From an optimization exercise on the open Yosys and OpenROAD flow, aimed at small area; shortcuts taken in it are not production practice.
The RTL was checked by simulation tests, not by an equivalence proof against the original design.
No run shown here takes its clock network from TritonCTS; it comes from the design's own scripts or RTL.
The flow treats the clock pin as an ideal source. Dropping or thinning the clock tree relies on that and would not hold on a real chip.
Power and IR drop assume default switching activity.

### design/flow/design.v
module rotary_index_mapper (
    input  wire [7:0] ch,
    output wire       found,
    output wire [5:0] slot
);
    wire digit  = (ch[7:4] == 4'h3) && (ch[3:0] <= 4'd9);
    wire letter = (ch[7:6] == 2'b01) && (ch[4:0] != 5'd0) && (ch[4:0] <= 5'd26);
    assign found = digit | letter;
    assign slot  = letter ? {1'b0, ch[4:0]} + 6'd9 : {2'b00, ch[3:0]};
endmodule
module stepper_step_sequencer (
    input  wire        clk,
    input  wire        rst_n,
    input  wire        cmd_valid,
    input  wire [15:0] cmd,
    output wire        cmd_ready,
    output reg         rsp_valid,
    output reg  [2:0]  rsp_status,
    output wire [3:0]  coil,
    input  wire        hall_in,
    output wire        halted,
    output wire [1:0]  sess_out,
    output wire [2:0]  hstate_out,
    output wire        hfail_phase_out,
    output wire [5:0]  pos_out,
    output wire [2:0]  idx_out,
    input  wire        cfg_len8,
    input  wire [31:0] cfg_pattern,
    input  wire [14:0] cfg_steps_per_rev,
    input  wire [15:0] cfg_steps_per_flap,
    input  wire [5:0]  cfg_home_index,
    input  wire [15:0] cfg_home_offset,
    input  wire [15:0] cfg_backoff_steps,
    input  wire        cfg_coarse_fine,
    input  wire        cfg_offset_calibrated,
    input  wire [15:0] cfg_t_sample,
    input  wire [15:0] cfg_t_move,
    input  wire [15:0] cfg_t_seek_fast,
    input  wire [15:0] cfg_t_seek_slow
);
    localparam [2:0] IDLE = 3'd0, FAST_SEEK = 3'd1, BACK_OFF = 3'd2, SLOW_SEEK = 3'd3,
                     HOMED = 3'd4, FAILED = 3'd5, OFFSET = 3'd6;
    localparam [2:0] P_STEP = 3'd0, P_WAIT = 3'd1, P_SMP0 = 3'd2, P_DECIDE = 3'd7;
    localparam [2:0] ST_OK = 3'd0, ST_ALREADY = 3'd1, ST_IGNORED = 3'd2, ST_REJECTED = 3'd3,
                     ST_INVALID_CHAR = 3'd4, ST_HOMING_TIMEOUT = 3'd5, ST_STARTUP_FAIL = 3'd6;
    reg [2:0]  hstate;
    reg        hfail;
    reg [1:0]  sess;
    reg        rdy;
    reg        on;         
    reg [2:0]  idx;
    reg [2:0]  phase;
    reg [15:0] tmr;
    reg [15:0] cnt;
    reg [1:0]  ones;       
    reg [5:0]  pos;
    reg [5:0]  cur;
    reg [5:0]  tgt;
    assign cmd_ready       = rdy;
    assign halted          = sess[1];
    assign sess_out        = sess;
    assign hstate_out      = hstate;
    assign hfail_phase_out = hfail;
    assign pos_out         = pos;
    assign idx_out         = idx;
    assign coil            = on ? cfg_pattern[idx*4 +: 4] : 4'b0000;
    wire boot_start = (hstate == IDLE);
    wire homing     = hstate[1] | (hstate[0] & ~hstate[2]);
    wire moving     = ~rdy & hstate[2] & ~hstate[1] & ~sess[1];
    wire seeking    = ~hstate[2] & hstate[0];
    wire in_offset  = (hstate == OFFSET);
    wire in_backoff = (hstate == BACK_OFF);
    wire ofs_neg    = cfg_home_offset[15];
    wire       ch_found;
    wire [5:0] ch_slot;
    rotary_index_mapper u_map (
        .ch   (cmd[7:0]),
        .found(ch_found),
        .slot (ch_slot)
    );
    wire       accept   = cmd_valid & rdy;
    wire       op_bad   = cmd[15] | (cmd[14:12] >= 3'd3);
    wire       op_nop   = ~op_bad & (cmd[13:12] == 2'd0);
    wire       op_home  = ~op_bad & (cmd[13:12] == 2'd1);
    wire       op_goto  = ~op_bad & cmd[13];
    wire       cur_eq   = ((rdy ? ch_slot : tgt) == cur);
    wire       at_tgt   = cur_eq;
    wire       go_move  = accept & op_goto & ch_found & ~at_tgt;
    wire       go_home  = boot_start | (accept & op_home);
    reg  [15:0] bound;
    always @(*) begin
        case (hstate)
            FAST_SEEK: bound = {cfg_steps_per_rev, 1'b0};
            BACK_OFF:  bound = cfg_backoff_steps;
            OFFSET:    bound = cfg_home_offset;
            default:   bound = cfg_steps_per_flap;
        endcase
    end
    wire at_bound = (cnt == bound);
    wire p_step    = (phase == P_STEP);
    wire smp_phase = (phase != P_STEP) & (phase != P_WAIT) & (phase != P_DECIDE);
    wire timing    = (phase == P_WAIT) | (smp_phase & (phase != P_SMP0));
    wire t_cnt  = timing & ~t_end;
    wire t_smp  = ~t_cnt & ~p_step;
    wire t_mov  = ~t_cnt & p_step & ~homing;
    wire t_fst  = ~t_cnt & p_step & ((hstate == FAST_SEEK) | (in_offset & ~cfg_coarse_fine));
    wire t_slw  = ~t_cnt & p_step & homing & ~((hstate == FAST_SEEK) | (in_offset & ~cfg_coarse_fine));
    wire [15:0] tmr_dec = tmr - 16'd1;
    wire [15:0] tmr_nx  = ({16{t_cnt}} & tmr_dec) | ({16{t_smp}} & cfg_t_sample) |
                          ({16{t_mov}} & cfg_t_move) | ({16{t_fst}} & cfg_t_seek_fast) |
                          ({16{t_slw}} & cfg_t_seek_slow);
    wire        t_end   = (tmr == 16'd1);
    wire p_decide = (phase == P_DECIDE);
    wire arrived  = cur_eq;
    wire h        = ones[1] & ones[0];
    wire hom_step = homing & p_step & ~((in_backoff | in_offset) & at_bound);
    wire mov_step = moving & p_step & ~arrived;
    wire step     = hom_step | mov_step;
    wire dir_up   = in_backoff | (in_offset & ~ofs_neg);    
    wire ok_end   = p_step & ((in_offset & at_bound) | (moving & arrived));
    wire found    = homing & p_decide & ~h;
    wire fail_end = homing & p_decide & h & at_bound;
    wire run_end  = ok_end | fail_end;
    wire bo_end   = p_step & in_backoff & at_bound;
    wire adv = p_step ? step : (timing ? t_end : (homing & ~p_step & ~(phase == P_WAIT)));
    wire flap_end = mov_step & at_bound;
    wire cur_step = flap_end | (hom_step & in_offset & cfg_offset_calibrated);
    wire cur_down = moving | ofs_neg;
    wire [5:0] cur_up_v = (cur[5] & cur[1] & cur[0]) ? 6'd0 : cur + 6'd1;
    wire [5:0] cur_dn_v = (cur == 6'd0) ? 6'd35 : cur - 6'd1;
    wire to_offset  = found & ~(hstate == FAST_SEEK & cfg_coarse_fine);
    wire cnt_ld_neg = to_offset & ofs_neg;
    wire cnt_ld     = go_home | go_move | found | bo_end | flap_end;
    wire cnt_ld_one = go_move | flap_end;
    wire c_inc  = step & ~cnt_ld;
    wire c_hold = ~step & ~cnt_ld;
    wire [15:0] cnt_nx = ({16{c_inc}} & (cnt + 16'd1)) | ({16{c_hold}} & cnt) |
                         {cfg_home_offset[14:0] & {15{cnt_ld_neg}}, cnt_ld_one};
    always @(posedge clk) begin
        tmr <= tmr_nx;
        cnt <= cnt_nx;
        if (phase == P_SMP0)
            ones <= {1'b0, hall_in};
        else if (smp_phase & t_end & ~h)
            ones <= ones + {1'b0, hall_in};
        if (rdy)
            tgt <= ch_slot;
        if (to_offset)
            cur <= cfg_home_index;
        else if (cur_step)
            cur <= cur_down ? cur_dn_v : cur_up_v;
        if (ok_end)
            pos <= cur;
        if (!rst_n) begin
            hstate     <= IDLE;
            hfail      <= 1'b0;
            sess       <= 2'd0;
            rdy        <= 1'b0;
            on         <= 1'b0;
            idx        <= 3'd0;
            phase      <= P_STEP;
            rsp_valid  <= 1'b0;
            rsp_status <= ST_OK;
        end else begin
            if (adv)
                phase <= (phase == P_WAIT && !seeking) ? P_STEP : phase + 3'd1;
            if (step) begin
                on <= 1'b1;
                if (dir_up & ~moving)
                    idx <= {cfg_len8 & (idx[2] ^ (idx[1] & idx[0])), idx[1] ^ idx[0], ~idx[0]};
                else
                    idx <= {cfg_len8 & (idx[2] ^ ~(idx[1] | idx[0])), ~(idx[1] ^ idx[0]), ~idx[0]};
            end else if (run_end) begin
                on <= 1'b0;
            end
            if (go_home)
                hstate <= FAST_SEEK;
            else if (found)
                hstate <= (hstate == FAST_SEEK && cfg_coarse_fine) ? BACK_OFF : OFFSET;
            else if (bo_end)
                hstate <= SLOW_SEEK;
            else if (ok_end & in_offset)
                hstate <= HOMED;
            else if (fail_end)
                hstate <= FAILED;
            if (fail_end)
                hfail <= (hstate == SLOW_SEEK);
            rsp_valid <= 1'b0;
            if (accept) begin
                if (op_bad) begin
                    rsp_valid  <= 1'b1;
                    rsp_status <= ST_REJECTED;
                end else if (op_nop) begin
                    rsp_valid  <= 1'b1;
                    rsp_status <= ST_IGNORED;
                end else if (op_home) begin
                    rdy <= 1'b0;
                end else if (!ch_found) begin
                    rsp_valid  <= 1'b1;
                    rsp_status <= ST_INVALID_CHAR;
                end else if (at_tgt) begin
                    rsp_valid  <= 1'b1;
                    rsp_status <= ST_ALREADY;
                end else begin
                    rdy <= 1'b0;
                end
            end
            if (run_end) begin
                rsp_valid <= 1'b1;
                if (ok_end) begin
                    rsp_status <= ST_OK;
                    sess       <= 2'd1;
                    rdy        <= 1'b1;
                end else if (sess == 2'd0) begin
                    rsp_status <= ST_STARTUP_FAIL;
                    sess       <= 2'd2;
                end else begin
                    rsp_status <= ST_HOMING_TIMEOUT;
                    rdy        <= 1'b1;
                end
            end
        end
    end
endmodule
### design/flow/flow/run.sh
#!/bin/bash
# The standard layout (standard.sh) with changes that only pick smaller cells:
#  - synthesis maps logic with an area-oriented ABC script (flow/synth.tcl,
#    flow/area.abc) and leaves adders to ABC (no ADDER_MAP_FILE); flip-flops
#    are mapped before ABC, so the registers are the standard synthesis's;
#  - the port buffers are buf_1 cells;
#  - the clock is buffered by three buf_12 cells, one per band of
#    flip-flops, instead of an H-tree (flow/clock_buffers.tcl).
# make's output goes to standard_flow.log; each ORFS step logs under orfs/logs.
set -euo pipefail
W=$PWD
export AREA_ABC_SCRIPT=$W/flow/area.abc
export FLOW_SYNTH_TCL=$W/synth_recipe.tcl
export MY_CLK_PORT=clk MY_CLK_BUF=sky130_fd_sc_hd__buf_12 MY_CLK_GROUPS=3
bash standard.sh \
  SYNTH_SCRIPT=$W/flow/synth.tcl \
  ADDER_MAP_FILE= \
  BUFFER_PORTS_ARGS="-buffer_cell sky130_fd_sc_hd__buf_1" \
  PRE_CTS_TCL=$W/flow/clock_buffers.tcl \
  finish > standard_flow.log 2>&1
### design/flow/flow/area.abc
strash
&get -n
&dch -f
&nf -R 1000
&put
strash
&get -n
&dch -f
&nf -R 1000
&put
strash
&get -n
&dch -f
&nf -R 1000
&put
strash
&get -n
&dch -f
&nf -R 1000
&put
strash
&get -n
&dch -f
&nf -R 1000
&put
### design/flow/flow/clock_buffers.tcl
# Used as PRE_CTS_TCL: replaces clock_tree_synthesis for this small design.
# The clock port drives MY_CLK_GROUPS clock buffers (cell MY_CLK_BUF), each
# placed at the centre of the group of flip-flop clock pins it drives; the
# groups split the flip-flops into vertical bands of equal size. Every
# flip-flop gets its clock through exactly one buffer, so skew stays small.
proc my_clock_buffers {} {
  set cell $::env(MY_CLK_BUF)
  set ngroups $::env(MY_CLK_GROUPS)
  set block [ord::get_db_block]
  set clknet [[$block findBTerm $::env(MY_CLK_PORT)] getNet]
  set netname [$clknet getName]
  set sinks {}
  foreach it [$clknet getITerms] {
    if { [$it isInputSignal] } {
      set inst [$it getInst]
      set loc [$inst getLocation]
      lappend sinks [list [lindex $loc 0] [lindex $loc 1] [$inst getName]/[[$it getMTerm] getName]]
    }
  }
  set sinks [lsort -integer -index 0 $sinks]
  set n [llength $sinks]
  set per [expr {($n + $ngroups - 1) / $ngroups}]
  set dbu [$block getDefUnits]
  for {set g 0} {$g < $ngroups} {incr g} {
    set grp [lrange $sinks [expr {$g * $per}] [expr {($g + 1) * $per - 1}]]
    if { [llength $grp] == 0 } { continue }
    set sx 0; set sy 0; set pins {}
    foreach s $grp {
      set sx [expr {$sx + [lindex $s 0]}]
      set sy [expr {$sy + [lindex $s 1]}]
      lappend pins [get_pins [lindex $s 2]]
    }
    set cx [expr {double($sx) / [llength $grp] / $dbu}]
    set cy [expr {double($sy) / [llength $grp] / $dbu}]
    puts "clock buffer clkbuf_my_$g: [llength $grp] sinks at ($cx, $cy)"
    insert_buffer -buffer_cell $cell -net $netname -load_pins $pins \
      -location [list $cx $cy] -buffer_name clkbuf_my_$g -net_name clknet_my_$g
  }
}

rename clock_tree_synthesis orfs_clock_tree_synthesis
proc clock_tree_synthesis {args} {
  my_clock_buffers
}
### design/flow/flow/synth.tcl
# The standard synthesis (synth_recipe.tcl), with one change: ABC maps the
# combinational logic with an area-oriented script (area.abc). Flip-flops are
# mapped before ABC runs, so the registers are the standard synthesis's.
proc abc {args} {
  set i [lsearch -exact $args -script]
  if { $i >= 0 } {
    set args [lreplace $args [expr {$i+1}] [expr {$i+1}] $::env(AREA_ABC_SCRIPT)]
  }
  yosys abc {*}$args
}
source $::env(FLOW_SYNTH_TCL)
### design/flow/standard.sh
#!/bin/bash
# synth_recipe.tcl (not shown) runs the flow's synth.tcl, then flattens the netlist and writes it again
# the make line also repeats each setting of config.mk as NAME=value (left out here)
make -C /OpenROAD-flow-scripts/flow DESIGN_CONFIG=/design/flow/config.mk WORK_HOME=/design/flow/orfs CLKGATE_MAP_FILE= SYNTH_SCRIPT=/design/flow/synth_recipe.tcl "${@:-finish}"
### design/flow/config.mk
export PLATFORM = sky130hd
export DESIGN_NAME = stepper_step_sequencer
export DESIGN_NICKNAME = stepper_step_sequencer
export VERILOG_FILES = /design/flow/design.v
export SDC_FILE = /design/flow/constraint.sdc
export NUM_CORES = 4
export LEC_CHECK = 0
export ABC_AREA = 1
export CAP_MARGIN = 20
export CORE_MARGIN = 2
export CORE_UTILIZATION = 40
export SLEW_MARGIN = 20
### design/flow/constraint.sdc
create_clock -name core_clock -period 20.0 [get_ports {clk}]
set_input_delay 4.0000 -clock core_clock [delete_from_list [all_inputs] [get_ports {clk}]]
set_output_delay 4.0000 -clock core_clock [all_outputs]
set_load 0.01 [all_outputs]
==> impl_metrics.py, run 1 <==
metrics = {
    "outcome": {
        "outcome": "complete, no violations",
    },
    "pwr": {
        "p_int_uw": 224,
        "power_frac_seq": 0.524,
        "p_clk_frac": 0.187,
        "p_sw_frac": 0.322,
        "power_density_nw_per_um2": 62.5,
        "p_comb_frac": 0.290,
        "ir_drop_v": 0.0000480,
        "p_total_uw": 331,
        "power.switching_uw": 107,
        "cellLeakagePower_nw": 1.84,
    },
    "sta": {
        "fin_skew_ps": 17.7,
        "relSlewSlack": 0.314,
        "setup_tns_ps": 0,
        "fmax_mhz": 116,
        "hold_ws_ps": 494,
        "hold_viol_final": 0,
        "final_max_slew_viol_count": 0,
        "tightestPinTransition_ps": 1020,
        "rsz0062_at_grt": "no",
        "post-route-period-util": 0.432,
        "timing.final.ws_setup_ps": 11360,
        "finalSetupViolations": 0,
        "period_needed_ps": 8640,
    },
    "placement": {
        "place.gp.congestion": 0.870,
        "portBuffers": 208,
        "dp_hpwl_um": 10000,
        "pre_cts_ws_ps": 11360,
        "placed_area_um2": 5230,
    },
    "worst_setup_path": {
        "worstSetupPathType": "in -> out",
        "critPathMaxStageDelay_ps": 170,
        "crit_family": "buffers and inverters",
        "end_kind": "output pin",
        "cp-startpoint": "cfg_pattern[25]",
        "cp.buffers_inverters": 2,
        "crit_chain": "buf_1 > a22oi_1 > nand4_1 > nand2_1 > a21oi_1 > buf_1",
        "crit_path_max_fanout": 1,
        "cp.depth": 6,
        "worstPathArrival_ps": 4640,
        "timing.rr.start": "hstate[0]",
        "reg2reg_to": "cnt[14]",
        "reg2regPathDepth": 24,
        "crit_path_frequent_cell": "buf_1",
        "endpoint": "coil[1]",
        "rrSetupSlack_ps": 14670,
        "startpoint_type": "input port",
        "crit_slowest_cell": "buf_1",
        "required_ps": 16000,
    },
    "synthesis": {
        "synth_ff_type": "dfxtp_1",
        "ys_ff_latch": 70,
        "syn_area_per_cell_um2": 7.96,
        "ys_types": 48,
        "yosysSeqAreaShare": 0.361,
        "yosysWarnings": 1,
        "async_flop_share": 0,
        "synth-edff-count": 13,
        "syn_inst": 533,
        "synthesis.nets": 721,
        "synth_area_um2": 4240,
    },
    "die": {
        "start_util": 0.411,
        "fp.dieH_um": 107,
        "die_area_um2": 11400,
        "core_area_um2": 10300,
        "num_rows": 37,
        "fp.dieW_um": 107,
        "io_pins": 213,
    },
    "cells_and_area": {
        "final_common_cell": "buf_1",
        "mostFrequentLayoutCells": "208 x buf_1, 101 x nand2_1, 57 x dfxtp_1",
        "area_growth_pct": 24.7,
        "fin_nets": 937,
        "antenna_cells": 0,
        "finish.instance_area_um2": 5290,
        "drive_gt1_frac": 0.0147,
    },
    "global_routing": {
        "grt_usage": 0.214,
        "grt_overflow_total": 0,
        "grt_pass1_vias": 4641,
        "antenna_found_initial": 0,
        "grt_max_degree": 25,
        "grt_pass1_wl_um": 20900,
    },
    "cts": {
        "clkTransAtPathRegs_ps": 90,
        "cts_resized": 0,
        "clk_latency_ps": 140,
        "cts_setup_buffers": 0,
        "hold_buffers": 0,
    },
    "routing": {
        "via_per_inst": 5.57,
        "num_vias": 4918,
        "drt-wirelength-per-cell_um": 14.6,
        "first_pass_iters": 6,
        "drt_iter0_markers": 404,
        "route.detailed.drc": 0,
        "ant_nets": 0,
        "wl_um": 12900,
    },
    "flow_run": {
        "max-cap-violations": 0,
    },
    "hold_path": {
        "hp-class": "reg -> reg",
    },
}
power by group through the flow:
stage | combinational [mW] | sequential (mW) | clock (mW)
final | 0.0959 | 0.173 | 0.0618
after global routing | 0.108 | 0.176 | 0.0696
after CTS | 0.0959 | 0.176 | 0.0453
after detailed placement | 0.0953 | 0.176 | 0
after global placement | 0.0930 | 0.176 | 0
after floorplan | 0.0621 | 0.173 | 0
area by class of cell, without the clock buffers:
| class | instances | area [µm²] |
|---|---|---|
| Tap cell | 136 | 170 |
| Inverter | 13 | 48.8 |
| Fill cell | 1078 | 5030 |
| Sequential cell | 70 | 1530 |
| Multi-Input combinational cell | 449 | 2670 |
| Timing Repair Buffer | 212 | 811 |
stage by stage:
step            util  std cells
2_1_floorplan      -        533
3_3_place_gp   0.506        880
3_5_place_dp   0.506        880
4_1_cts        0.512        883
5_1_grt        0.513        883
6_report       0.513        883
kinds of logic after synthesis:
logic type,share of synthesized area
xor gates and xnor gates,0.0826
and+or+nand+nor,0.243
buffers and inverters,0.0133
muxes,0.00265
DFF,0.361
AOI/OAI and AO/OA,0.297
synthesized netlist by cell type, types with 8 or more instances:
cell | number | area share
nand4_1 | 8 | 0.012
nor2_1 | 45 | 0.040
clkinv_1 | 13 | 0.012
o21ai_0 | 30 | 0.035
nand3_1 | 8 | 0.0094
a222oi_1 | 29 | 0.068
and2_0 | 9 | 0.013
a21oi_1 | 53 | 0.063
xor2_1 | 17 | 0.035
edfxtp_1 | 13 | 0.092
a22oi_1 | 15 | 0.027
nor3_1 | 14 | 0.017
xnor2_1 | 23 | 0.047
nand2_1 | 101 | 0.089
and3_1 | 11 | 0.016
dfxtp_1 | 57 | 0.27
how the worst min path moves through the flow:
stage	start	end	slack (ps)	depth (start not counted)
final	tgt[3]	tgt[3]	490	2
after global routing	tgt[2]	tgt[2]	510	2
after CTS	tgt[3]	tgt[3]	480	2
after detailed placement	tgt[3]	tgt[3]	480	2
after global placement	tgt[0]	tgt[0]	470	2
after floorplan	tgt[0]	tgt[0]	460	2
sequential cells by signal, summed over array words and instances, names as in the netlist, 2 cells and up:
signal,flops
phase,3
rsp_status,3
tmr,16
sess,2
pos,6
tgt,6
cur,6
hstate,3
ones,2
idx,3
cnt,16
metal layers:
layer,GRT usage,vias up,part of all wire
met2,0.397,201,0.48
met3,0.0195,5,0.078
met4,0.0130,0,0.0055
li1,-,2466,-
met5,0,-,0
met1,0.282,2246,0.44
worst reg2reg max path: cells and delay by family, from the launching register on:
kind	cells	cell delay, ps
AND/OR/NAND/NOR	14	3030
AO/OA/AOI/OAI	6	1080
flip-flops	1	410
buffers and inverters	4	730
==> run 2, diff against run 1 <==
--- a/design/flow/design.v
+++ b/design/flow/design.v
@@ -175,12 +175,9 @@
             end
-            if (go_home)
-                hstate <= FAST_SEEK;
-            else if (found)
-                hstate <= (hstate == FAST_SEEK && cfg_coarse_fine) ? BACK_OFF : OFFSET;
-            else if (bo_end)
-                hstate <= SLOW_SEEK;
-            else if (ok_end & in_offset)
-                hstate <= HOMED;
-            else if (fail_end)
-                hstate <= FAILED;
+            hstate <= ({3{~(go_home | found | bo_end | (ok_end & in_offset) | fail_end)}} & hstate) |
+                      ({3{go_home}} & FAST_SEEK) |
+                      ({3{found & ~to_offset}} & BACK_OFF) |
+                      ({3{to_offset}} & OFFSET) |
+                      ({3{bo_end}} & SLOW_SEEK) |
+                      ({3{ok_end & in_offset}} & HOMED) |
+                      ({3{fail_end}} & FAILED);
             if (fail_end)
--- a/design/flow/flow/area.abc
+++ b/design/flow/flow/area.abc
@@ -25 +25,16 @@
 &put
+strash
+&get -n
+&dch -f
+&nf -R 1000
+&put
+strash
+&get -n
+&dch -f
+&nf -R 1000
+&put
+strash
+&get -n
+&dch -f
+&nf -R 1000
+&put
==> impl_metrics.py, run 2 <==
metrics = {
    "global_routing": {
        "grt_pass1_vias": 4561,
        "grt_overflow_total": 0,
        "grt_pass1_wl_um": 20900,
        "gr-usage-met3": 0.0116,
        "grt_usage": 0.216,
        "grtUsageMet1": 0.290,
        "grt_max_degree": 25,
        "antenna_found_initial": 0,
        "met2_usage": 0.396,
        "busiest_layer": "met2",
    },
    "routing": {
        "ant_nets": 0,
        "num_vias": 4857,
        "drt-wirelength-per-cell_um": 14.9,
        "route.detailed.drc": 0,
        "via_per_inst": 5.62,
        "wl_um": 12900,
        "first_pass_iters": 8,
        "drt_iter0_markers": 465,
    },
    "pwr": {
        "power_density_nw_per_um2": 63.5,
        "power.switching_uw": 109,
        "p_int_uw": 226,
        "ir_drop_v": 0.0000403,
        "p_sw_frac": 0.325,
        "power_frac_seq": 0.522,
        "p_clk_frac": 0.186,
        "p_comb_frac": 0.292,
        "cellLeakagePower_nw": 1.82,
    },
    "synthesis": {
        "syn_inst": 515,
        "ys_ff_latch": 70,
        "synth-edff-count": 13,
        "synth_commonest_cells": "83 x nand2_1, 57 x dfxtp_1, 42 x a21oi_1",
        "synthesis.nets": 703,
        "async_flop_share": 0,
        "synth_top_cell_by_area": "dfxtp_1",
        "yosysMostFrequentCell": "nand2_1",
        "yosys.area.top_type_share": 0.270,
        "ys_types": 48,
        "yosysWarnings": 1,
        "yosysSeqAreaShare": 0.362,
        "syn_area_per_cell_um2": 8.20,
        "synth_area_um2": 4230,
        "synth_area_leaders": "dfxtp_1 27%, edfxtp_1 9.2%, a222oi_1 9.0%",
        "synth_ff_type": "dfxtp_1",
    },
    "cells_and_area": {
        "finish.instance_area_um2": 5270,
        "fin_nets": 919,
        "final_cell_count_no_fill": 865,
        "reg_top3": "cnt (16), tmr (16)",
        "final_common_cell": "buf_1",
        "mostFrequentLayoutCells": "208 x buf_1, 83 x nand2_1, 57 x dfxtp_1",
        "area_growth_pct": 24.6,
        "drive_gt1_frac": 0.0123,
        "antenna_cells": 0,
    },
    "placement": {
        "placed_area_um2": 5200,
        "dp_hpwl_um": 10000,
        "place.gp.congestion": 0.848,
        "placed_cells": 862,
        "portBuffers": 208,
    },
    "sta": {
        "rsz0062_at_grt": "no",
        "tightestPinTransition_ps": 1030,
        "fmax_mhz": 113,
        "relSlewSlack": 0.308,
        "hold_ws_ps": 479,
        "period_needed_ps": 8810,
        "fin_skew_ps": 14.0,
        "final_max_slew_viol_count": 0,
        "hold_viol_final": 0,
        "post-route-period-util": 0.441,
        "finalSetupViolations": 0,
        "setup_tns_ps": 0,
    },
    "worst_setup_path": {
        "worstSetupPathType": "in -> out",
        "crit_path_max_fanout": 1,
        "worstPathArrival_ps": 4810,
        "startpoint_type": "input port",
        "required_ps": 16000,
        "end_kind": "output pin",
    },
    "flow_run": {
        "max-cap-violations": 0,
    },
    "die": {
        "num_rows": 37,
        "die_area_um2": 11400,
        "core_area_um2": 10300,
        "fp.dieW_um": 107,
        "start_util": 0.411,
        "fp.dieH_um": 107,
        "io_pins": 213,
    },
    "cts": {
        "clk_latency_ps": 140,
        "hold_buffers": 0,
        "cts_resized": 0,
        "cts_setup_buffers": 0,
        "clkTransAtPathRegs_ps": 90,
    },
    "outcome": {
        "outcome": "complete, no violations",
    },
    "hold_path": {
        "hp-class": "reg -> reg",
    },
}
run 2: critical path: stages:
cell and delay, ps:
buf_1 70, a222oi_1 340, nand3_1 130, nand2_1 90
a21oi_1 40, buf_1 130
run 2: layout make-up, without the clock buffers:
class / instances / area [µm²]
Multi-Input combinational cell: 436 / 2660
Timing Repair Buffer: 212 / 811
Tap cell: 136 / 170
Inverter: 8 / 30.0
Fill cell: 1095 / 5010
Sequential cell: 70 / 1530
run 2: per-layer routing:
metal | part of all wire | wire (µm)
met3 | 0.058 | 750
met2 | 0.49 | 6370
met5 | 0 | 0
met1 | 0.44 | 5690
met4 | 0.0068 | 88
run 2: path summary, 6_finish.rpt:
kind / cells after the start / slack, ps / endpoint / start
max: 6 / 11190 / coil[2] / cfg_pattern[18]
min: 1 / 480 / tgt[2] / tgt[2]
max reg2reg: 20 / 14390 / cnt[15] / hstate[1]
min reg2reg: 1 / 480 / tgt[2] / tgt[2]
run 2: power by group through the flow:
stage	clock (mW)	sequential (mW)	combinational (mW)
2_1_floorplan	0	0.174	0.0633
3_3_place_gp	0	0.177	0.0953
3_5_place_dp	0	0.177	0.0974
4_1_cts	0.0453	0.178	0.0978
5_1_grt	0.0697	0.177	0.111
6_report	0.0624	0.175	0.0976
run 2: metrics by stage:
stage                     power (mW)   util  worst slack, ps
final                          0.335  0.512            11190
after global routing           0.359  0.512            11050
after CTS                      0.321  0.512            11190
after detailed placement       0.275  0.506            11190
after global placement         0.272  0.506            11240
after floorplan                0.237      -            11480
run 2: logic make-up after synthesis:
| group | Yosys count | synth area share |
|---|---|---|
| AOI/OAI and AO/OA | 194 | 0.321 |
| xor gates and xnor gates | 37 | 0.0767 |
| buffers and inverters | 9 | 0.00888 |
| DFF | 70 | 0.362 |
| muxes | 1 | 0.00237 |
| and+or+nand+nor | 204 | 0.229 |
==> run 3, diff against run 2 <==
--- a/design/flow/design.v
+++ b/design/flow/design.v
@@ -89,12 +89,7 @@
     wire       go_home  = boot_start | (accept & op_home);
-    reg  [15:0] bound;
-    always @(*) begin
-        case (hstate)
-            FAST_SEEK: bound = {cfg_steps_per_rev, 1'b0};
-            BACK_OFF:  bound = cfg_backoff_steps;
-            OFFSET:    bound = cfg_home_offset;
-            default:   bound = cfg_steps_per_flap;
-        endcase
-    end
-    wire at_bound = (cnt == bound);
+    wire c_hi1    = &cnt[15:1];
+    wire c_ones   = c_hi1 & cnt[0];
+    wire c_fe     = c_hi1 & ~cnt[0];
+    wire c_zero   = ~|cnt;
+    wire at_bound = (in_offset & ofs_neg) ? c_zero : c_ones;
     wire p_step    = (phase == P_STEP);
@@ -125,3 +120,3 @@
     wire adv = p_step ? step : (timing ? t_end : (homing & ~p_step & ~(phase == P_WAIT)));
-    wire flap_end = mov_step & at_bound;
+    wire flap_end = mov_step & c_fe;
     wire cur_step = flap_end | (hom_step & in_offset & cfg_offset_calibrated);
@@ -131,5 +126,8 @@
     wire to_offset  = found & ~(hstate == FAST_SEEK & cfg_coarse_fine);
-    wire cnt_ld_neg = to_offset & ofs_neg;
-    wire cnt_ld     = go_home | go_move | found | bo_end | flap_end;
-    wire cnt_ld_one = go_move | flap_end;
+    wire l_fast = go_home;                           
+    wire l_flap = go_move | flap_end | bo_end;       
+    wire l_back = found & ~to_offset;                
+    wire l_ofsp = to_offset & ~ofs_neg;              
+    wire l_ofsn = to_offset & ofs_neg;               
+    wire cnt_ld = l_fast | l_flap | l_back | to_offset;
     wire c_inc  = step & ~cnt_ld;
@@ -137,3 +135,7 @@
     wire [15:0] cnt_nx = ({16{c_inc}} & (cnt + 16'd1)) | ({16{c_hold}} & cnt) |
-                         {cfg_home_offset[14:0] & {15{cnt_ld_neg}}, cnt_ld_one};
+                         ({16{l_fast}} & ~{cfg_steps_per_rev, 1'b0}) |
+                         ({16{l_flap}} & ~cfg_steps_per_flap) |
+                         ({16{l_back}} & ~cfg_backoff_steps) |
+                         ({16{l_ofsp}} & ~cfg_home_offset) |
+                         ({16{l_ofsn}} & cfg_home_offset);
     always @(posedge clk) begin
--- a/design/flow/flow/run.sh
+++ b/design/flow/flow/run.sh
@@ -5,2 +5,3 @@
 #    are mapped before ABC, so the registers are the standard synthesis's;
+#  - the buffer synthesis puts between two outputs that share a net is buf_1;
 #  - the port buffers are buf_1 cells;
@@ -17,2 +18,3 @@
   ADDER_MAP_FILE= \
+  MIN_BUF_CELL_AND_PORTS="sky130_fd_sc_hd__buf_1 A X" \
   BUFFER_PORTS_ARGS="-buffer_cell sky130_fd_sc_hd__buf_1" \
==> design/flow/flow/area.abc (replaced) <==
strash
&get -n
&dch -f
&nf -R 1000
&put
strash
&get -n
&dch -f
&nf -R 1000
&put
strash
&get -n
&dch -f
&nf -R 1000
&put
strash
&get -n
&dch -f
&nf -R 1000
&put
strash
&get -n
&dch -f
&nf -R 1000
&put
==> impl_metrics.py, run 3 <==
metrics = {
    "placement": {
        "dp_hpwl_um": 9550,
        "portBuffers": 208,
        "placed_cells": 873,
        "place.gp.congestion": 0.826,
    },
    "routing": {
        "ant_nets": 0,
        "drt_iter0_markers": 452,
        "wl_um": 12500,
        "route.detailed.drc": 0,
        "drt-wirelength-per-cell_um": 14.2,
        "via_per_inst": 5.55,
        "first_pass_iters": 5,
        "num_vias": 4862,
    },
    "synthesis": {
        "yosysSeqAreaShare": 0.369,
        "synthesis.nets": 716,
        "synth-edff-count": 13,
        "ys_types": 43,
        "synth_top_cell_by_area": "dfxtp_1",
        "async_flop_share": 0,
        "yosys.area.top_type_share": 0.275,
        "syn_inst": 528,
        "synth_ff_type": "dfxtp_1",
        "synth_area_um2": 4150,
        "yosysMostFrequentCell": "nor2_1",
        "ys_ff_latch": 70,
        "syn_area_per_cell_um2": 7.87,
        "yosysWarnings": 1,
        "synth_area_leaders": "dfxtp_1 27%, edfxtp_1 9.4%, a21oi_1 7.2%",
        "synth_commonest_cells": "65 x nor2_1, 64 x nand2_1, 60 x a21oi_1",
    },
    "sta": {
        "final_max_slew_viol_count": 0,
        "setup_tns_ps": 0,
        "tightestPinTransition_ps": 1070,
        "finalSetupViolations": 0,
        "relSlewSlack": 0.280,
        "post-route-period-util": 0.441,
        "fin_skew_ps": 17.6,
        "hold_viol_final": 0,
        "hold_ws_ps": 487,
        "rsz0062_at_grt": "no",
        "fmax_mhz": 113,
        "period_needed_ps": 8830,
    },
    "die": {
        "fp.dieW_um": 106,
        "start_util": 0.408,
        "fp.dieH_um": 106,
        "io_pins": 213,
        "die_area_um2": 11200,
        "core_area_um2": 10200,
        "num_rows": 37,
    },
    "global_routing": {
        "antenna_found_initial": 0,
        "grt_overflow_total": 0,
        "grt_pass1_wl_um": 20100,
        "grt_max_degree": 25,
        "grt_usage": 0.210,
        "grt_pass1_vias": 4418,
    },
    "pwr": {
        "cellLeakagePower_nw": 1.71,
        "power_density_nw_per_um2": 64.2,
        "p_total_uw": 334,
        "ir_drop_v": 0.0000572,
    },
    "worst_setup_path": {
        "critPathMaxStageDelay_ps": 350,
        "worstSetupPathType": "in -> out",
        "required_ps": 16000,
        "startpoint_type": "input port",
        "cp.buffers_inverters": 2,
        "crit_path_frequent_cell": "buf_1",
        "timing.rr.start": "hstate[1]",
        "crit_slowest_cell": "a222oi_1",
        "end_kind": "output pin",
        "worstPathArrival_ps": 4830,
        "reg2reg_to": "cnt[15]",
        "reg2regPathDepth": 15,
        "crit_family": "compound AO/OA/AOI/OAI gates",
        "crit_path_max_fanout": 1,
        "crit_chain": "buf_1 > a222oi_1 > nand3_1 > nand2_1 > a21oi_1 > buf_1",
        "rrSetupSlack_ps": 15620,
    },
    "hold_path": {
        "hold_depth": 2,
        "hp-class": "reg -> reg",
        "min_from": "tgt[0]",
        "holdPathEnd": "tgt[0]",
    },
    "cts": {
        "cts_resized": 0,
        "clk_latency_ps": 140,
        "clkTransAtPathRegs_ps": 80,
        "hold_buffers": 0,
        "cts_setup_buffers": 0,
    },
    "cells_and_area": {
        "area_growth_pct": 25.2,
        "final_util": 0.511,
        "drive_gt1_frac": 0.0122,
        "final_common_cell": "buf_1",
        "final_cell_count_no_fill": 876,
        "antenna_cells": 0,
        "mostFrequentLayoutCells": "208 x buf_1, 64 x nand2_1, 64 x nor2_1",
        "fin_nets": 930,
        "reg_top3": "cnt (16), tmr (16)",
    },
    "flow_run": {
        "max-cap-violations": 0,
    },
    "outcome": {
        "outcome": "complete, no violations",
    },
}
-- run 3: changes by cell type after synthesis, moves of 10 or more --
cell / previous run / this run
a222oi_1: 38 / 22
nor2_1: 38 / 65
nand3_1: 13 / 25
o22ai_1: 3 / 15
a21boi_0: 13 / 0
nand2_1: 83 / 64
a211oi_1: 3 / 16
a21oi_1: 42 / 60
xor2_1: 19 / 9
-- run 3: worst min-delay path: cells and delay by family, from the launching register on --
kind            cells  cell delay, ps
flops               1             300
compound gates      1              60
simple gates        1              70
-- run 3: report_power, final --
group | internal (mW) | switching [mW] | total (mW)
combinational | 0.0429 | 0.0517 | 0.0947
clock | 0.0244 | 0.0363 | 0.0608
sequential | 0.160 | 0.0183 | 0.179
total | 0.228 | 0.106 | 0.334
-- run 3: routing by layer --
layer | track usage | vias up | part of all wire
met5 | 0 | - | 0
met4 | 0.0179 | 0 | 0.0063
met3 | 0.0166 | 6 | 0.067
met2 | 0.382 | 187 | 0.48
met1 | 0.283 | 2185 | 0.44
li1 | - | 2484 | -
-- run 3: stage by stage --
step	cell area [µm²]	setup slack [ps]
floorplan	4150	11480
finish	5200	11170
global route	5200	11110
detailed placement	5130	11200
global placement	5130	11260
CTS	5190	11190
-- run 3: layout make-up, without the clock buffers --
cell class,instances,area [µm²]
fill,1017,4980
inverter,7,26.3
multi-input combinational,450,2620
sequential,70,1530
tap,136,170
timing repair buffer,210,796
-- run 3: kinds of logic after synthesis --
logic type      synth area share
compound gates             0.316
xor+xnor                  0.0633
buf+inv                  0.00723
flops                      0.369
simple gates               0.245
-- run 3: worst max-delay path by stage --
stage | startpoint | end | slack (ps) | cells past startpoint
floorplan | cfg_pattern[25] | coil[1] | 11480 | 4
global placement | cfg_pattern[27] | coil[3] | 11260 | 6
detailed placement | cfg_pattern[23] | coil[3] | 11200 | 6
CTS | cfg_pattern[23] | coil[3] | 11190 | 6
global route | cfg_pattern[23] | coil[3] | 11110 | 6
finish | cfg_pattern[27] | coil[3] | 11170 | 6
==> run 4, diff against run 3 <==
--- a/design/flow/design.v
+++ b/design/flow/design.v
@@ -97,2 +97,3 @@
     wire timing    = (phase == P_WAIT) | (smp_phase & (phase != P_SMP0));
+    wire t_end     = (tmr == 16'd1);
     wire t_cnt  = timing & ~t_end;
@@ -106,3 +107,2 @@
                           ({16{t_slw}} & cfg_t_seek_slow);
-    wire        t_end   = (tmr == 16'd1);
     wire p_decide = (phase == P_DECIDE);
@@ -115,7 +115,7 @@
     wire ok_end   = p_step & ((in_offset & at_bound) | (moving & arrived));
-    wire found    = homing & p_decide & ~h;
-    wire fail_end = homing & p_decide & h & at_bound;
+    wire found    = p_decide & ~h;
+    wire fail_end = p_decide & h & at_bound;
     wire run_end  = ok_end | fail_end;
     wire bo_end   = p_step & in_backoff & at_bound;
-    wire adv = p_step ? step : (timing ? t_end : (homing & ~p_step & ~(phase == P_WAIT)));
+    wire adv = p_step ? step : (timing ? t_end : 1'b1);
     wire flap_end = mov_step & c_fe;
--- a/design/flow/config.mk
+++ b/design/flow/config.mk
@@ -11,2 +11,3 @@
 export CORE_UTILIZATION = 40
+export GPL_TIMING_DRIVEN = 0
 export SLEW_MARGIN = 20
==> impl_metrics.py, run 4 <==
metrics = {
    "synthesis": {
        "yosysWarnings": 1,
        "syn_inst": 508,
        "ys_types": 45,
        "synthesis.nets": 696,
        "synth-edff-count": 13,
        "yosysSeqAreaShare": 0.373,
        "synth_area_um2": 4110,
        "synth_top_cell_by_area": "dfxtp_1",
        "synth_area_leaders": "dfxtp_1 28%, edfxtp_1 9.5%, a21oi_1 7.2%",
        "yosys.area.top_type_share": 0.278,
        "ys_ff_latch": 70,
        "yosysMostFrequentCell": "nand2_1",
        "synth_ff_type": "dfxtp_1",
        "syn_area_per_cell_um2": 8.08,
        "async_flop_share": 0,
        "synth_commonest_cells": "60 x nand2_1, 59 x a21oi_1, 57 x dfxtp_1",
    },
    "pwr": {
        "p_int_uw": 242,
        "cellLeakagePower_nw": 1.67,
        "p_comb_frac": 0.315,
        "ir_drop_v": 0.0000597,
        "power_frac_seq": 0.517,
        "power.switching_uw": 123,
        "p_sw_frac": 0.338,
        "power_density_nw_per_um2": 70.7,
        "p_clk_frac": 0.167,
    },
    "routing": {
        "num_vias": 4887,
        "drt-wirelength-per-cell_um": 14.7,
        "route.detailed.drc": 0,
        "via_per_inst": 5.72,
        "wl_um": 12600,
        "drt_iter0_markers": 316,
        "ant_nets": 0,
        "first_pass_iters": 5,
    },
    "worst_setup_path": {
        "end_kind": "output pin",
        "startpoint_type": "input port",
        "crit_slowest_cell": "buf_1",
        "worstPathArrival_ps": 4640,
        "required_ps": 16000,
        "worstSetupPathType": "in -> out",
        "reg2regPathDepth": 12,
        "crit_path_max_fanout": 1,
        "crit_path_frequent_cell": "buf_1",
        "crit_chain": "buf_1 > a22oi_1 > nand4_1 > nand2_1 > a21oi_1 > buf_1",
        "critPathMaxStageDelay_ps": 180,
    },
    "sta": {
        "fin_skew_ps": 11.8,
        "setup_tns_ps": 0,
        "tightestPinTransition_ps": 929,
        "period_needed_ps": 8640,
        "finalSetupViolations": 0,
        "timing.final.ws_setup_ps": 11360,
        "hold_viol_final": 0,
        "fmax_mhz": 116,
        "post-route-period-util": 0.432,
        "rsz0062_at_grt": "no",
        "relSlewSlack": 0.381,
        "final_max_slew_viol_count": 0,
    },
    "die": {
        "start_util": 0.416,
        "core_area_um2": 9860,
        "fp.dieW_um": 105,
        "num_rows": 36,
        "io_pins": 213,
        "fp.dieH_um": 105,
        "die_area_um2": 11100,
    },
    "global_routing": {
        "grt_pass1_vias": 4441,
        "grt_overflow_total": 0,
        "grt_max_degree": 25,
        "antenna_found_initial": 0,
        "grt_pass1_wl_um": 20300,
        "grt_usage": 0.210,
    },
    "placement": {
        "portBuffers": 208,
        "placed_area_um2": 5100,
        "dp_hpwl_um": 9630,
        "pre_cts_ws_ps": 11360,
        "place.gp.congestion": 0.873,
    },
    "hold_path": {
        "hp-class": "reg -> reg",
        "hold_depth": 1,
    },
    "cells_and_area": {
        "antenna_cells": 0,
        "fin_nets": 912,
        "area_growth_pct": 25.7,
        "reg_top3": "cnt (16), tmr (16)",
        "final_common_cell": "buf_1",
        "drive_gt1_frac": 0.0180,
        "mostFrequentLayoutCells": "209 x buf_1, 60 x nand2_1, 57 x a21oi_1, 57 x dfxtp_1, 43 x nor2_1",
        "finish.instance_area_um2": 5160,
    },
    "cts": {
        "cts_setup_buffers": 0,
        "clkTransAtPathRegs_ps": 90,
        "hold_buffers": 0,
        "clk_latency_ps": 130,
        "cts_resized": 0,
    },
    "outcome": {
        "outcome": "complete, no violations",
    },
    "flow_run": {
        "max-cap-violations": 0,
    },
}
## run 4: cell types whose count changed after synthesis, moves of 4 or more
| cell | delta |
|---|---|
| a222oi_1 | -6 |
| nand2_1 | -4 |
| nand3_1 | -12 |
| nand4_1 | +6 |
| nor2_1 | -21 |
| nor2b_1 | -4 |
| nor3_1 | +5 |
| o21ai_0 | -5 |
| o22ai_1 | +7 |
## run 4: cell families (layout without fill, tap and decap cells)
kind of cell,after synthesis,after routing,share of synthesized area
AOI/OAI and AO/OA,202,202,0.322
and+or+nand+nor,197,197,0.233
DFF,70,70,0.373
xor gates and xnor gates,30,30,0.0640
buffers and inverters,9,223,0.00823
## run 4: routing by layer
metal / wire length (µm) / up-vias / global-route usage
met5: 0 / - / 0
met4: 204 / 0 / 0.0314
met3: 664 / 17 / 0.0118
met2: 6030 / 169 / 0.376
met1: 5680 / 2261 / 0.284
li1: - / 2440 / -
## run 4: through the flow
stage / utilization / power [mW] / std cells / hold WS, ps
floorplan: - / 0.263 / 508 / 456
global placement: 0.512 / 0.301 / 849 / 450
detailed placement: 0.517 / 0.306 / 852 / 462
CTS: 0.523 / 0.352 / 855 / 462
global route: 0.523 / 0.389 / 855 / 507
finish: 0.523 / 0.365 / 855 / 477
## run 4: cell type report, without the clock buffers
cell class | instances | area, µm²
buffer | 1 | 3.75
fill | 1020 | 4700
inverter | 8 | 30.0
multi-input combinational | 429 | 2560
sequential | 70 | 1530
tap | 133 | 166
timing repair buffer | 211 | 805
## run 4: power by group through the flow
stage	logic [mW]	registers (mW)	clock network [mW]
floorplan	0.0764	0.186	0
global placement	0.110	0.191	0
detailed placement	0.114	0.192	0
CTS	0.115	0.192	0.0453
global route	0.130	0.192	0.0667
finish	0.115	0.189	0.0610
## run 4: worst paths after layout
kind              startpoint            end  slack (ps)
max          cfg_pattern[25]        coil[1]       11360
min            rsp_status[0]  rsp_status[0]         480
max reg2reg              rdy         cnt[3]       15720
min reg2reg    rsp_status[0]  rsp_status[0]         480
## run 4: worst max-delay path, delay by kind of cell
kind,cells,cell delay [ps]
AOI/OAI and AO/OA,2,200
buffers and inverters,2,260
and+or+nand+nor,2,180
==> run 5, diff against run 4 <==
--- a/design/flow/config.mk
+++ b/design/flow/config.mk
@@ -8,3 +8,3 @@
 export ABC_AREA = 1
-export CAP_MARGIN = 20
+export CAP_MARGIN = 0
 export CORE_MARGIN = 2
@@ -12,2 +12,2 @@
 export GPL_TIMING_DRIVEN = 0
-export SLEW_MARGIN = 20
+export SLEW_MARGIN = 0
==> impl_metrics.py, run 5 <==
metrics = {
    "outcome": {
        "outcome": "complete, no violations",
    },
    "placement": {
        "portBuffers": 208,
        "placed_area_um2": 5080,
        "place.gp.congestion": 0.873,
        "pre_cts_ws_ps": 10740,
        "dp_hpwl_um": 9480,
    },
    "pwr": {
        "power_density_nw_per_um2": 70.7,
        "cellLeakagePower_nw": 1.66,
        "p_total_uw": 363,
        "ir_drop_v": 0.0000569,
    },
    "cts": {
        "cts_setup_buffers": 0,
        "clkTransAtPathRegs_ps": 90,
        "cts_resized": 0,
        "hold_buffers": 0,
        "clk_latency_ps": 130,
    },
    "synthesis": {
        "yosysMostFrequentCell": "nand2_1",
        "yosysWarnings": 1,
        "ys_ff_latch": 70,
        "async_flop_share": 0,
        "synth_commonest_cells": "60 x nand2_1, 59 x a21oi_1, 57 x dfxtp_1",
        "synth_area_um2": 4110,
        "synth_area_leaders": "dfxtp_1 28%, edfxtp_1 9.5%, a21oi_1 7.2%",
        "yosys.area.top_type_share": 0.278,
        "synth_top_cell_by_area": "dfxtp_1",
        "syn_area_per_cell_um2": 8.08,
        "syn_inst": 508,
        "synth-edff-count": 13,
        "yosysSeqAreaShare": 0.373,
        "synth_ff_type": "dfxtp_1",
        "ys_types": 45,
        "synthesis.nets": 696,
    },
    "routing": {
        "wl_um": 12500,
        "via_per_inst": 5.73,
        "first_pass_iters": 6,
        "drt-wirelength-per-cell_um": 14.6,
        "drt_iter0_markers": 337,
        "route.detailed.drc": 0,
        "ant_nets": 0,
        "num_vias": 4897,
    },
    "global_routing": {
        "grt_max_degree": 25,
        "grt_pass1_wl_um": 20200,
        "grt_usage": 0.209,
        "grt_pass1_vias": 4453,
        "antenna_found_initial": 0,
        "grt_overflow_total": 0,
    },
    "sta": {
        "hold_ws_ps": 475,
        "tightestPinTransition_ps": 1400,
        "timing.final.ws_setup_ps": 11360,
        "relSlewSlack": 0.0627,
        "fmax_mhz": 116,
        "setup_tns_ps": 0,
        "finalSetupViolations": 0,
        "hold_viol_final": 0,
        "post-route-period-util": 0.432,
        "fin_skew_ps": 12.7,
        "final_max_slew_viol_count": 0,
        "period_needed_ps": 8640,
        "rsz0062_at_grt": "no",
    },
    "worst_setup_path": {
        "startpoint_type": "input port",
        "worstPathArrival_ps": 4640,
        "required_ps": 16000,
        "crit_path_max_fanout": 1,
        "reg2regPathDepth": 12,
        "end_kind": "output pin",
        "worstSetupPathType": "in -> out",
    },
    "cells_and_area": {
        "final_common_cell": "buf_1",
        "finish.instance_area_um2": 5140,
        "antenna_cells": 0,
        "fin_nets": 911,
        "mostFrequentLayoutCells": "209 x buf_1, 60 x nand2_1, 57 x a21oi_1, 57 x dfxtp_1, 44 x nor2_1",
        "multi_input_area_um2": 2550,
        "fillers": 967,
        "drive_gt1_frac": 0.0111,
        "reg_top3": "cnt (16), tmr (16)",
        "seqCellArea_um2": 1530,
        "area_growth_pct": 25.2,
    },
    "hold_path": {
        "hold_depth": 1,
        "hp-class": "reg -> reg",
    },
    "flow_run": {
        "max-cap-violations": 0,
    },
    "die": {
        "io_pins": 213,
        "fp.dieW_um": 105,
        "num_rows": 36,
        "die_area_um2": 11100,
        "core_area_um2": 9860,
        "start_util": 0.416,
        "fp.dieH_um": 105,
    },
}
## run 5: worst paths after layout
path | startpoint | end | slack (ps)
worst max-delay path | cfg_pattern[25] | coil[1] | 11360
worst min-delay path | rsp_status[0] | rsp_status[0] | 470
worst max register to register | rdy | cnt[3] | 15820
worst min register to register | rsp_status[0] | rsp_status[0] | 470
## run 5: cells by family after synthesis
logic type / synth area share
DFF: 0.373
AOI/OAI and AO/OA: 0.322
xor gates and xnor gates: 0.0640
buffers and inverters: 0.00823
and+or+nand+nor: 0.233
## run 5: through the flow
stage / utilization / std cells
2_1_floorplan: - / 508
3_3_place_gp: 0.512 / 849
3_5_place_dp: 0.515 / 851
4_1_cts: 0.521 / 854
5_1_grt: 0.521 / 854
6_report: 0.521 / 854
## run 5: routing by layer
layer | up-vias | track usage | share of wire
met2 | 185 | 0.369 | 0.47
li1 | 2433 | - | -
met4 | 0 | 0.0467 | 0.020
met5 | - | 0 | 0
met3 | 23 | 0.0179 | 0.060
met1 | 2256 | 0.277 | 0.45
## run 5: worst max-delay path, cell delays in order
cell and delay, ps:
buf_1 80, a22oi_1 80, nand4_1 130, nand2_1 50, a21oi_1 120, buf_1 180
## run 5: power breakdown
group | internal, mW | switching, mW
combinational | 0.0514 | 0.0626
clock | 0.0244 | 0.0364
sequential | 0.165 | 0.0232
## run 5: layout make-up, without the clock buffers
| type | count | area share |
|---|---|---|
| sequential | 70 | 0.298 |
| tap | 133 | 0.0324 |
| timing repair buffer | 210 | 0.155 |
| buffer | 1 | 0.000730 |
| inverter | 8 | 0.00584 |
| multi-input combinational | 429 | 0.496 |
==> run 6, diff against run 5 <==
--- a/design/flow/config.mk
+++ b/design/flow/config.mk
@@ -11,3 +11,2 @@
 export CORE_UTILIZATION = 40
-export GPL_TIMING_DRIVEN = 0
 export SLEW_MARGIN = 0
==> impl_metrics.py, run 6 <==
metrics = {
    "synthesis": {
        "syn_area_per_cell_um2": 8.08,
        "yosysSeqAreaShare": 0.373,
        "ys_ff_latch": 70,
        "syn_inst": 508,
        "synth_area_um2": 4110,
        "synth_commonest_cells": "60 x nand2_1, 59 x a21oi_1, 57 x dfxtp_1",
        "async_flop_share": 0,
        "synth_area_leaders": "dfxtp_1 28%, edfxtp_1 9.5%, a21oi_1 7.2%",
        "ys_types": 45,
        "yosysWarnings": 1,
        "synth_top_cell_by_area": "dfxtp_1",
        "yosysMostFrequentCell": "nand2_1",
        "synthesis.nets": 696,
        "synth-edff-count": 13,
        "yosys.area.top_type_share": 0.278,
        "synth_ff_type": "dfxtp_1",
    },
    "global_routing": {
        "grt_max_degree": 25,
        "grt_usage": 0.213,
        "antenna_found_initial": 0,
        "grt_pass1_vias": 4595,
        "grt_overflow_total": 0,
        "grt_pass1_wl_um": 20500,
    },
    "worst_setup_path": {
        "crit_path_frequent_cell": "buf_1",
        "startpoint_type": "input port",
        "timing.rr.start": "hstate[1]",
        "worstSetupPathType": "in -> out",
        "crit_path_max_fanout": 1,
        "cp.buffers_inverters": 2,
        "crit_slowest_cell": "buf_1",
        "reg2reg_to": "cnt[2]",
        "crit_family": "buffers and inverters",
        "critPathMaxStageDelay_ps": 170,
        "worstPathArrival_ps": 4640,
        "reg2regPathDepth": 12,
        "end_kind": "output pin",
        "rrSetupSlack_ps": 16190,
        "crit_chain": "buf_1 > a22oi_1 > nand4_1 > nand2_1 > a21oi_1 > buf_1",
        "required_ps": 16000,
    },
    "cells_and_area": {
        "mostFrequentLayoutCells": "208 x buf_1, 60 x nand2_1, 59 x a21oi_1",
        "final_common_cell": "buf_1",
        "fillers": 1037,
        "antenna_cells": 0,
        "fin_nets": 913,
        "final_cell_count_no_fill": 856,
        "area_growth_pct": 25.5,
        "drive_gt1_frac": 0.0124,
        "seqCellArea_um2": 1530,
        "reg_top3": "cnt (16), tmr (16)",
        "multi_input_area_um2": 2540,
        "final_util": 0.522,
    },
    "die": {
        "core_area_um2": 9860,
        "fp.dieW_um": 105,
        "die_area_um2": 11100,
        "io_pins": 213,
        "start_util": 0.416,
        "num_rows": 36,
        "fp.dieH_um": 105,
    },
    "placement": {
        "dp_hpwl_um": 9490,
        "place.gp.congestion": 0.877,
        "portBuffers": 208,
        "placed_cells": 853,
    },
    "routing": {
        "via_per_inst": 5.70,
        "num_vias": 4882,
        "first_pass_iters": 6,
        "wl_um": 12500,
        "ant_nets": 0,
        "route.detailed.drc": 0,
        "drt-wirelength-per-cell_um": 14.6,
        "drt_iter0_markers": 361,
    },
    "pwr": {
        "cellLeakagePower_nw": 1.67,
        "ir_drop_v": 0.0000396,
        "power_density_nw_per_um2": 70.7,
    },
    "sta": {
        "post-route-period-util": 0.432,
        "fin_skew_ps": 10.7,
        "hold_ws_ps": 482,
        "hold_viol_final": 0,
        "relSlewSlack": 0.186,
        "period_needed_ps": 8640,
        "fmax_mhz": 116,
        "setup_tns_ps": 0,
        "tightestPinTransition_ps": 1220,
        "final_max_slew_viol_count": 0,
        "rsz0062_at_grt": "no",
        "finalSetupViolations": 0,
    },
    "outcome": {
        "outcome": "complete, no violations",
    },
    "cts": {
        "cts_resized": 0,
        "hold_buffers": 0,
        "clkTransAtPathRegs_ps": 90,
        "clk_latency_ps": 130,
        "cts_setup_buffers": 0,
    },
    "flow_run": {
        "max-cap-violations": 0,
    },
    "hold_path": {
        "hp-class": "reg -> reg",
        "hold_depth": 1,
        "min_from": "rsp_status[0]",
        "holdPathEnd": "rsp_status[0]",
    },
}
## run 6: changes by cell type in the layout (fill, tap and decap cells not counted), sizes merged
| cell | before | now |
|---|---|---|
| buf | 214 | 216 |
## run 6: logic make-up (layout without fill, tap and decap cells)
| logic type | Yosys count | in the layout | share of synthesized area |
|---|---|---|---|
| AOI/OAI and AO/OA | 202 | 202 | 0.322 |
| DFF | 70 | 70 | 0.373 |
| and+or+nand+nor | 197 | 197 | 0.233 |
| buffers and inverters | 9 | 224 | 0.00823 |
| xor gates and xnor gates | 30 | 30 | 0.0640 |
## run 6: power by group
group	internal [mW]	total [mW]	switching (mW)	leakage (nW)
combinational	0.0521	0.115	0.0629	1.05
sequential	0.165	0.189	0.0234	0.590
clock	0.0244	0.0602	0.0357	0.0282
total	0.242	0.364	0.122	1.67
## run 6: final cells by class, without the clock buffers
type                            instances  area share
Multi-Input combinational cell        429       0.494
Sequential cell                        70       0.297
Timing Repair Buffer                  213       0.159
Tap cell                              133      0.0323
Inverter                                8     0.00583
## run 6: how the worst max path moves through the flow
stage                          startpoint      end  slack, ps  cells past startpoint
after global placement    cfg_pattern[25]  coil[1]      11380                      6
after floorplan           cfg_pattern[30]  coil[2]      11570                      4
final                     cfg_pattern[24]  coil[0]      11360                      6
after global routing      cfg_pattern[30]  coil[2]      11270                      6
after CTS                 cfg_pattern[25]  coil[1]      11360                      6
after detailed placement  cfg_pattern[25]  coil[1]      11360                      6
## run 6: per-layer routing
metal / track usage / routed length (µm) / vias up
met3: 0.0142 / 719 / 23
met5: 0 / 0 / -
met2: 0.375 / 5880 / 179
met1: 0.286 / 5660 / 2224
li1: - / - / 2456
met4: 0.0467 / 273 / 0
## run 6: stage by stage
stage	cell area, µm²	setup slack [ps]	power, mW
after floorplan	4110	11570	0.263
after global placement	5090	11380	0.303
after detailed placement	5090	11360	0.306
after CTS	5150	11360	0.352
after global routing	5150	11270	0.390
final	5150	11360	0.364
==> run 7, diff against run 6 <==
--- a/design/flow/config.mk
+++ b/design/flow/config.mk
@@ -8,5 +8,5 @@
 export ABC_AREA = 1
-export CAP_MARGIN = 0
+export CAP_MARGIN = 20
 export CORE_MARGIN = 2
 export CORE_UTILIZATION = 40
-export SLEW_MARGIN = 0
+export SLEW_MARGIN = 20
==> impl_metrics.py, run 7 <==
metrics = {
    "synthesis": {
        "yosysMostFrequentCell": "nand2_1",
        "yosysWarnings": 1,
        "synth_commonest_cells": "60 x nand2_1, 59 x a21oi_1, 57 x dfxtp_1",
        "yosysSeqAreaShare": 0.373,
        "synth-edff-count": 13,
        "ys_types": 45,
        "syn_area_per_cell_um2": 8.08,
        "ys_ff_latch": 70,
        "synthesis.nets": 696,
        "yosys.area.top_type_share": 0.278,
        "synth_area_leaders": "dfxtp_1 28%, edfxtp_1 9.5%, a21oi_1 7.2%",
        "synth_top_cell_by_area": "dfxtp_1",
        "synth_area_um2": 4110,
        "syn_inst": 508,
        "async_flop_share": 0,
        "synth_ff_type": "dfxtp_1",
    },
    "cells_and_area": {
        "fin_nets": 913,
        "final_common_cell": "buf_1",
        "reg_top3": "cnt (16), tmr (16)",
        "mostFrequentLayoutCells": "208 x buf_1, 60 x nand2_1, 59 x a21oi_1",
        "antenna_cells": 0,
        "drive_gt1_frac": 0.0152,
        "area_growth_pct": 25.6,
        "final_util": 0.523,
    },
    "worst_setup_path": {
        "worstSetupPathType": "in -> out",
        "crit_path_frequent_cell": "buf_1",
        "crit_path_max_fanout": 1,
        "startpoint_type": "input port",
        "worstPathArrival_ps": 4640,
        "end_kind": "output pin",
        "cp-startpoint": "cfg_pattern[24]",
        "timing.rr.start": "hstate[1]",
        "crit_slowest_cell": "buf_1",
        "critPathMaxStageDelay_ps": 170,
        "required_ps": 16000,
        "crit_chain": "buf_1 > a22oi_1 > nand4_1 > nand2_1 > a21oi_1 > buf_1",
    },
    "routing": {
        "route.detailed.drc": 0,
        "via_per_inst": 5.71,
        "wl_um": 12500,
        "drt_iter0_markers": 358,
        "ant_nets": 0,
        "drt-wirelength-per-cell_um": 14.6,
        "num_vias": 4889,
        "first_pass_iters": 8,
    },
    "sta": {
        "rsz0062_at_grt": "no",
        "post-route-period-util": 0.432,
        "final_max_slew_viol_count": 0,
        "fin_skew_ps": 11.1,
        "hold_viol_final": 0,
        "finalSetupViolations": 0,
        "setup_tns_ps": 0,
        "tightestPinTransition_ps": 1150,
        "relSlewSlack": 0.229,
        "fmax_mhz": 116,
        "period_needed_ps": 8640,
    },
    "die": {
        "num_rows": 36,
        "core_area_um2": 9860,
        "io_pins": 213,
        "fp.dieH_um": 105,
        "fp.dieW_um": 105,
        "start_util": 0.416,
        "die_area_um2": 11100,
    },
    "pwr": {
        "ir_drop_v": 0.0000404,
        "cellLeakagePower_nw": 1.67,
        "power_density_nw_per_um2": 70.7,
    },
    "global_routing": {
        "grt_pass1_vias": 4595,
        "grt_overflow_total": 0,
        "grt_max_degree": 25,
        "grt_usage": 0.213,
        "antenna_found_initial": 0,
        "grt_pass1_wl_um": 20500,
    },
    "cts": {
        "clkTransAtPathRegs_ps": 90,
        "cts_setup_buffers": 0,
        "clk_latency_ps": 130,
        "cts_resized": 0,
        "hold_buffers": 0,
    },
    "hold_path": {
        "hp-class": "reg -> reg",
        "min_from": "rsp_status[0]",
    },
    "placement": {
        "dp_hpwl_um": 9490,
        "portBuffers": 208,
        "place.gp.congestion": 0.877,
    },
    "flow_run": {
        "max-cap-violations": 0,
    },
    "outcome": {
        "outcome": "complete, no violations",
    },
}
==> run 7: final cells by class, without the clock buffers <==
| class | instances | area, µm² |
|---|---|---|
| fill | 1039 | 4710 |
| inverter | 8 | 30.0 |
| multi-input combinational | 429 | 2550 |
| sequential | 70 | 1530 |
| tap | 133 | 166 |
| timing repair buffer | 213 | 818 |
==> run 7: worst max-delay path, delay by kind of cell <==
| kind | cells | cell delay (ps) |
|---|---|---|
| buffers and inverters | 2 | 250 |
| AO/OA/AOI/OAI | 2 | 210 |
| AND/OR/NAND/NOR | 2 | 180 |
==> run 7: path summary, 6_finish.rpt <==
| path | to | depth (start not counted) | slack [ps] |
|---|---|---|---|
| worst max-delay path | coil[0] | 6 | 11360 |
| worst min-delay path | rsp_status[0] | 1 | 480 |
| worst max register to register | cnt[2] | 12 | 16170 |
| worst min register to register | rsp_status[0] | 1 | 480 |
==> run 7: through the flow <==
| step | instance area (µm²) | power, mW | worst slack, ps | hold WS (ps) | std cells |
|---|---|---|---|---|---|
| 5_1_grt | 5160 | 0.390 | 11270 | 505 | 856 |
| 3_5_place_dp | 5090 | 0.306 | 11360 | 465 | 853 |
| 4_1_cts | 5150 | 0.352 | 11360 | 465 | 856 |
| 2_1_floorplan | 4110 | 0.263 | 11570 | 456 | 508 |
| 6_report | 5160 | 0.364 | 11360 | 482 | 856 |
| 3_3_place_gp | 5090 | 0.303 | 11380 | 449 | 853 |
==> run 7: cell families (layout without fill, tap and decap cells) <==
family          after synthesis  after routing  share of synthesized area
flops                        70             70                      0.373
buf+inv                       9            224                    0.00823
compound gates              202            202                      0.322
simple gates                197            197                      0.233
xor+xnor                     30             30                     0.0640
==> run 7: per-layer routing <==
metal  routed length [µm]  global-route usage
met2                 5860               0.375
met3                  751              0.0142
met5                    0                   0
met1                 5630               0.286
met4                  270              0.0467
==> run 7: power by group <==
part / internal, mW / total [mW] / switching, mW
Sequential: 0.165 / 0.189 / 0.0233
Clock: 0.0244 / 0.0604 / 0.0360
Combinational: 0.0523 / 0.115 / 0.0629
Total: 0.242 / 0.364 / 0.122

-- re-timing with driven ports --
In the flow no input, the clock included, has a driving cell. The finished layouts below were timed again as built, in two steps.
Step 1 sets driving cells, clkbuf_16 on the clock port and buf_2 on the other inputs (assumed; they add their load-dependent delay and slew).
Step 2 times the ports against the registers' clock, not the clock port: input delays grow and output delays shrink by t, the midpoint of the rising clock arrivals with the driver on.
a / b / c = ideal ports / drivers / drivers and shift; a / b = the first two.
| run | t, ns | setup WS [ns] | slew at the worst register clock pin (ns) | worst slew at a driven data input, ns |
|---|---|---|---|---|
| run 1 | 0.200 | 11.359 / 11.330 / 11.330 | 0.11 / 0.11 | 0.05 |
| run 2 | 0.202 | 11.188 / 11.165 / 11.165 | 0.11 / 0.10 | 0.05 |
| run 3 | 0.199 | 11.172 / 11.149 / 11.149 | 0.11 / 0.11 | 0.06 |
| run 4 | 0.197 | 11.356 / 11.326 / 11.294 | 0.10 / 0.10 | 0.06 |
| run 5 | 0.197 | 11.358 / 11.329 / 11.329 | 0.10 / 0.10 | 0.06 |
| run 6 | 0.195 | 11.357 / 11.333 / 11.333 | 0.10 / 0.10 | 0.06 |
| run 7 | 0.196 | 11.357 / 11.333 / 11.333 | 0.10 / 0.10 | 0.06 |
After both steps every run listed still meets setup and hold. The setup slack of run 4, which loses most, moves by -0.030 ns with the drivers and by -0.062 ns with both steps.
